Source: an optimization exercise on an open RTL-to-GDS flow (aim: small area). Production flows keep margins and buffers that such runs may drop.
Only simulation tests tie the RTL to the original design; equivalence was not proved.
No activity file was given, so power comes from the tool's default toggle rates.

// epd_ctrl
module epd_ctrl (
    input  wire        clk,
    input  wire        rst,
    input  wire        bus_valid,
    input  wire        bus_write,
    input  wire [2:0]  bus_addr,
    input  wire [31:0] bus_wdata,
    output wire        bus_ready,
    output reg  [31:0] bus_rdata,
    output wire        pin_drv_en,
    output wire        pin_vdd,
    output wire        pin_vneg,
    output wire        pin_vpos,
    output wire        pin_le,
    output wire        pin_oe,
    output wire        pin_cl,
    output wire        pin_sph,
    output wire [7:0]  pin_d,
    output wire        pin_ckv,
    output wire        pin_gmode,
    output wire        pin_spv
);
For scale: roughly 1400 flip-flops, ~91 I/O pins, roughly 39000 um^2 of cells after synthesis.
export LEC_CHECK = 0
export CAP_MARGIN = 20
export CORE_MARGIN = 2
export CORE_UTILIZATION = 65
export PLACE_DENSITY = 0.8
export SLEW_MARGIN = 20
create_clock -name core_clock -period 10.0 [get_ports {clk}]
standard.sh (not shown) runs the stock make flow with config.mk's settings and CLKGATE_MAP_FILE= SYNTH_SCRIPT=/design/flow/synth_recipe.tcl, a recipe that flattens the netlist after the stock synthesis.
==> flow/flow/run.sh <==
#!/bin/bash
# Own layout flow: the standard layout (standard.sh), with these changes in how
# the layout is made:
#  - synthesis is the standard synthesis (synth_recipe.tcl), except that ABC maps
#    the combinational logic with an area-oriented script (flow/area.abc);
#    registers, their names and cell types are those of the standard synthesis;
#  - clock tree synthesis runs without dummy loads and with small clock buffers;
#  - the port buffers are the smallest buffer cell.
# Each tool's full output goes to a log file in the work folder.
set -euo pipefail
W=$(pwd)
cat > "$W/own_synth.tcl" <<EOT
proc abc {args} {
  set i [lsearch \$args -script]
  if {\$i >= 0} { lset args [expr {\$i + 1}] {$W/flow/area.abc} }
  yosys abc {*}\$args
}
source {$W/synth_recipe.tcl}
EOT
sed "s#SYNTH_SCRIPT=[^ ]*synth_recipe.tcl#SYNTH_SCRIPT=$W/own_synth.tcl#" standard.sh > own_standard.sh
grep -q "SYNTH_SCRIPT=$W/own_synth.tcl" own_standard.sh
export CTS_ARGS="-sink_clustering_enable -repair_clock_nets -dont_use_dummy_load -sink_clustering_size 10 -sink_clustering_max_diameter 45 -buf_list {sky130_fd_sc_hd__clkbuf_4}"
export BUFFER_PORTS_ARGS="-inputs -outputs -buffer_cell sky130_fd_sc_hd__buf_1"
bash own_standard.sh synth > synth.log 2>&1
bash own_standard.sh > layout.log 2>&1
test -s out/final.def
==> flow/flow/area.abc <==
strash
&get -n
&dch -f
&nf -a -R 1000
&put
strash
&get -n
&dch -f
&nf -a -R 1000
&put
topo
The first run ran to the end with no violations.
Rerun with:
CORE_UTILIZATION = 55   (was 65)
PLACE_DENSITY = 0.7   (was 0.8)
What happened: The changed run completed with no timing, DRC or antenna violations. Wire length hardly moves. Cell area increases slightly. Synthesized cell count does not change. Global-route usage goes down by 4.9 points. Clock-buffer cell count increases by 3. Cell count grows by a few percent. Via count drops slightly.
Rerun with:
CORE_UTILIZATION = 60   (was 55)
PLACE_DENSITY = 0.75   (was 0.7)
The new run completed without violations.
Sequential share of layout area climbs by 0.39 points.
Cell area falls slightly.
Count of clock-buffer cells in the layout fell by 1.
Rerun with:
CORE_UTILIZATION = 50   (was 60)
PLACE_DENSITY = 0.65   (was 0.75)
=> Synthesized area stays the same. Non-clock buffer count rises by 27. Power rises slightly. Utilization falls by 10 points. Wire length rises by a few percent.

* * *

epd_ctrl, a different RTL version from the one above (not shown whole).
For scale: roughly 91 I/O pins.
==> flow/design.v (excerpt) <==
module epd_ctrl (
    input  wire        clk,
    input  wire        rst,
    input  wire        bus_valid,
    input  wire        bus_write,
    input  wire [2:0]  bus_addr,
    input  wire [31:0] bus_wdata,
    output wire        bus_ready,
    output reg  [31:0] bus_rdata,
    output wire        pin_drv_en,
    output wire        pin_vdd,
    output wire        pin_vneg,
    output wire        pin_vpos,
    output wire        pin_le,
    output wire        pin_oe,
    output wire        pin_cl,
    output wire        pin_sph,
    output wire [7:0]  pin_d,
    output wire        pin_ckv,
    output wire        pin_gmode,
    output wire        pin_spv
);
==> flow/config.mk <==
export PLATFORM = sky130hd
export DESIGN_NAME = epd_ctrl
export DESIGN_NICKNAME = epd_ctrl
export VERILOG_FILES = /design/flow/design.v
export SDC_FILE = /design/flow/constraint.sdc
export NUM_CORES = 4
export LEC_CHECK = 0
export ABC_AREA = 1
export CAP_MARGIN = 20
export CORE_MARGIN = 2
export CORE_UTILIZATION = 40
export CTS_BUF_LIST = sky130_fd_sc_hd__clkbuf_4 sky130_fd_sc_hd__clkbuf_8
export CTS_CLUSTER_DIAMETER = 60
export CTS_CLUSTER_SIZE = 16
export PLACE_DENSITY = 0.6
export SLEW_MARGIN = 20
==> flow/constraint.sdc <==
create_clock -name core_clock -period 10.0 [get_ports {clk}]
set_input_delay 2.0000 -clock core_clock [delete_from_list [all_inputs] [get_ports {clk}]]
set_output_delay 2.0000 -clock core_clock [all_outputs]
set_load 0.01 [all_outputs]
run.sh (not shown) runs the stock make flow with config.mk's settings and CLKGATE_MAP_FILE= SYNTH_SCRIPT=/design/flow/synth_recipe.tcl, a recipe that flattens the netlist after the stock synthesis.
Stock flow here: none of the scripts above is used.
Rerun with:
==> flow/flow/run.sh (new file) <==
#!/bin/bash
# Own layout flow: the standard layout (standard.sh), with two changes in how
# the layout is made:
#  - synthesis is the standard synthesis (synth_recipe.tcl), except that ABC maps
#    the combinational logic with an area-oriented script (flow/area.abc);
#    registers, their names and cell types are those of the standard synthesis;
#  - clock tree synthesis runs without dummy loads and with small clock buffers.
# Each tool's full output goes to a log file in the work folder.
set -euo pipefail
W=$(pwd)
cat > "$W/own_synth.tcl" <<EOT
proc abc {args} {
  set i [lsearch \$args -script]
  if {\$i >= 0} { lset args [expr {\$i + 1}] {$W/flow/area.abc} }
  yosys abc {*}\$args
}
source {$W/synth_recipe.tcl}
EOT
sed "s#SYNTH_SCRIPT=[^ ]*synth_recipe.tcl#SYNTH_SCRIPT=$W/own_synth.tcl#" standard.sh > own_standard.sh
grep -q "SYNTH_SCRIPT=$W/own_synth.tcl" own_standard.sh
export CTS_ARGS="-sink_clustering_enable -repair_clock_nets -dont_use_dummy_load -sink_clustering_size 16 -sink_clustering_max_diameter 60 -buf_list {sky130_fd_sc_hd__clkbuf_4 sky130_fd_sc_hd__clkbuf_8}"
bash own_standard.sh synth > synth.log 2>&1
bash own_standard.sh > layout.log 2>&1
test -s out/final.def
==> flow/flow/area.abc (new file) <==
strash
&get -n
&dch -f
&nf -a -R 1000
&put
topo
==> flow/standard.sh (new file) <==
#!/bin/bash
# synth_recipe.tcl (not shown) runs the flow's synth.tcl, then flattens the netlist and writes it again
# the make line also repeats each setting of config.mk as NAME=value (left out here)
make -C /OpenROAD-flow-scripts/flow DESIGN_CONFIG=/design/flow/config.mk WORK_HOME=/design/flow/orfs CLKGATE_MAP_FILE= SYNTH_SCRIPT=/design/flow/synth_recipe.tcl "${@:-finish}"
Settings changed: ABC_AREA 1 to default, CTS_BUF_LIST sky130_fd_sc_hd__clkbuf_4 sky130_fd_sc_hd__clkbuf_8 to default, CTS_CLUSTER_DIAMETER 60 to default, CTS_CLUSTER_SIZE 16 to default.
removed: flow/run.sh
Final area falls by 6.2%.
Global-route usage falls by 2.0 points.
Total power increases by 4.8%.
Sequential power grows by 14%.
Setup slack degrades by 1.6 ns.
Sequential cell count is unchanged.
Area after synthesis decreases by 8.5%.
Wire length fell by 17%.
Clock-buffer cell count drops by 5.
Utilization came out higher by 0.99 points.

* * *

== lane 1 ==
Another version of the RTL of epd_ctrl (not shown whole).
Size in the first run: about 91 I/O pins.
Design epd_ctrl, start of the top module:
module epd_ctrl (
    input  wire        clk,
    input  wire        rst,
    input  wire        bus_valid,
    input  wire        bus_write,
    input  wire [2:0]  bus_addr,
    input  wire [31:0] bus_wdata,
    output wire        bus_ready,
    output reg  [31:0] bus_rdata,
    output wire        pin_drv_en,
    output wire        pin_vdd,
    output wire        pin_vneg,
    output wire        pin_vpos,
    output wire        pin_le,
    output wire        pin_oe,
    output wire        pin_cl,
    output wire        pin_sph,
    output wire [7:0]  pin_d,
    output wire        pin_ckv,
    output wire        pin_gmode,
    output wire        pin_spv
);
Settings: LEC_CHECK=0, CAP_MARGIN=20, CORE_MARGIN=2, CORE_UTILIZATION=55, PLACE_DENSITY=0.7, SLEW_MARGIN=20; clock period 10.0 ns.
standard.sh (not shown) runs the stock make flow with config.mk's settings and CLKGATE_MAP_FILE= SYNTH_SCRIPT=/design/flow/synth_recipe.tcl, a recipe that flattens the netlist after the stock synthesis.
==> flow/flow/run.sh <==
#!/bin/bash
# Own layout flow: the standard layout (standard.sh), with these changes in how
# the layout is made:
#  - synthesis is the standard synthesis (synth_recipe.tcl), except that ABC maps
#    the combinational logic with an area-oriented script (flow/area.abc);
#    registers, their names and cell types are those of the standard synthesis;
#  - clock tree synthesis runs without dummy loads and with small clock buffers;
#  - the port buffers are the smallest buffer cell.
# Each tool's full output goes to a log file in the work folder.
set -euo pipefail
W=$(pwd)
cat > "$W/own_synth.tcl" <<EOT
proc abc {args} {
  set i [lsearch \$args -script]
  if {\$i >= 0} { lset args [expr {\$i + 1}] {$W/flow/area.abc} }
  yosys abc {*}\$args
}
source {$W/synth_recipe.tcl}
EOT
sed "s#SYNTH_SCRIPT=[^ ]*synth_recipe.tcl#SYNTH_SCRIPT=$W/own_synth.tcl#" standard.sh > own_standard.sh
grep -q "SYNTH_SCRIPT=$W/own_synth.tcl" own_standard.sh
export CTS_ARGS="-sink_clustering_enable -repair_clock_nets -dont_use_dummy_load -sink_clustering_size 10 -sink_clustering_max_diameter 45 -buf_list {sky130_fd_sc_hd__clkbuf_4}"
export BUFFER_PORTS_ARGS="-inputs -outputs -buffer_cell sky130_fd_sc_hd__buf_1"
bash own_standard.sh synth > synth.log 2>&1
bash own_standard.sh > layout.log 2>&1
test -s out/final.def
==> flow/flow/area.abc <==
strash
&get -n
&dch -f
&nf -a -R 1000
&put
topo
Lane 1: PASS, flow complete, no timing, DRC or antenna violations
> inputs changed (lane 1 -> lane 2)
Settings: setting GPL_TIMING_DRIVEN to 0 for the first time; changing PLACE_DENSITY from 0.7 to 0.8; changing CORE_UTILIZATION from 55 to 65.
-- flow/flow/run.sh --
<<< lane 1, line 21
grep -q "SYNTH_SCRIPT=$W/own_synth.tcl" own_standard.sh
export CTS_ARGS="-sink_clustering_enable -repair_clock_nets -dont_use_dummy_load -sink_clustering_size 10 -sink_clustering_max_diameter 45 -buf_list {sky130_fd_sc_hd__clkbuf_4}"
export BUFFER_PORTS_ARGS="-inputs -outputs -buffer_cell sky130_fd_sc_hd__buf_1"
>>> lane 2, line 21
grep -q "SYNTH_SCRIPT=$W/own_synth.tcl" own_standard.sh
export CTS_ARGS="-sink_clustering_enable -repair_clock_nets -dont_use_dummy_load -sink_clustering_size 16 -sink_clustering_max_diameter 60 -buf_list {sky130_fd_sc_hd__clkbuf_4 sky130_fd_sc_hd__clkbuf_8}"
export BUFFER_PORTS_ARGS="-inputs -outputs -buffer_cell sky130_fd_sc_hd__buf_1"
Notes after the runs:
In summary, lane 2 completed successfully, with a layout that passed the timing, DRC and antenna checks.
Post-layout instance count excluding filler cells: lane 2 lower than lane 1
In the metrics for lane 2 and lane 1, the one carrying the lower clock network area share is lane 1.
Delta (lane 2 minus lane 1): transition time at the pin with the least slew margin higher, total via count in the routed design roughly the same, post-layout instance area higher, number of nets in the finished design lower, register fraction of the total cell area lower.

[what the ideal ports hide]
How much do the figures lean on ideal ports? The routed layouts below were timed once more, with nothing changed but the port constraints.
Step 1 sets driving cells, clkbuf_16 on the clock port and buf_2 on the other inputs (assumed; they add their load-dependent delay and slew).
Step 2 times the ports against the registers' clock, not the clock port: input delays grow and output delays shrink by t, the midpoint of the rising clock arrivals with the driver on.
a / b / c = ideal ports / drivers / drivers and shift; a / b = the first two.
run | t (ns) | setup WS [ns] | worst setup path after step 2
the first run of note 1 | 1.045 | 0.918 / 0.918 / 0.918 | register to register
the second run of note 1 | 1.024 | 0.925 / 0.925 / 0.925 | register to register
the third run of note 1 | 1.050 | 0.873 / 0.873 / 0.873 | register to register
the fourth run of note 1 | 1.040 | 1.104 / 1.104 / 1.104 | register to register
the first run of note 2 | 0.833 | 3.073 / 3.073 / 3.073 | register to register
the second run of note 2 | 0.800 | 1.487 / 1.487 / 1.487 | register to register
lane 1 | 1.069 | 0.878 / 0.878 / 0.878 | register to register
lane 2 | 0.748 | 0.455 / 0.455 / 0.455 | register to register
After both steps setup and hold are still met in every run listed.
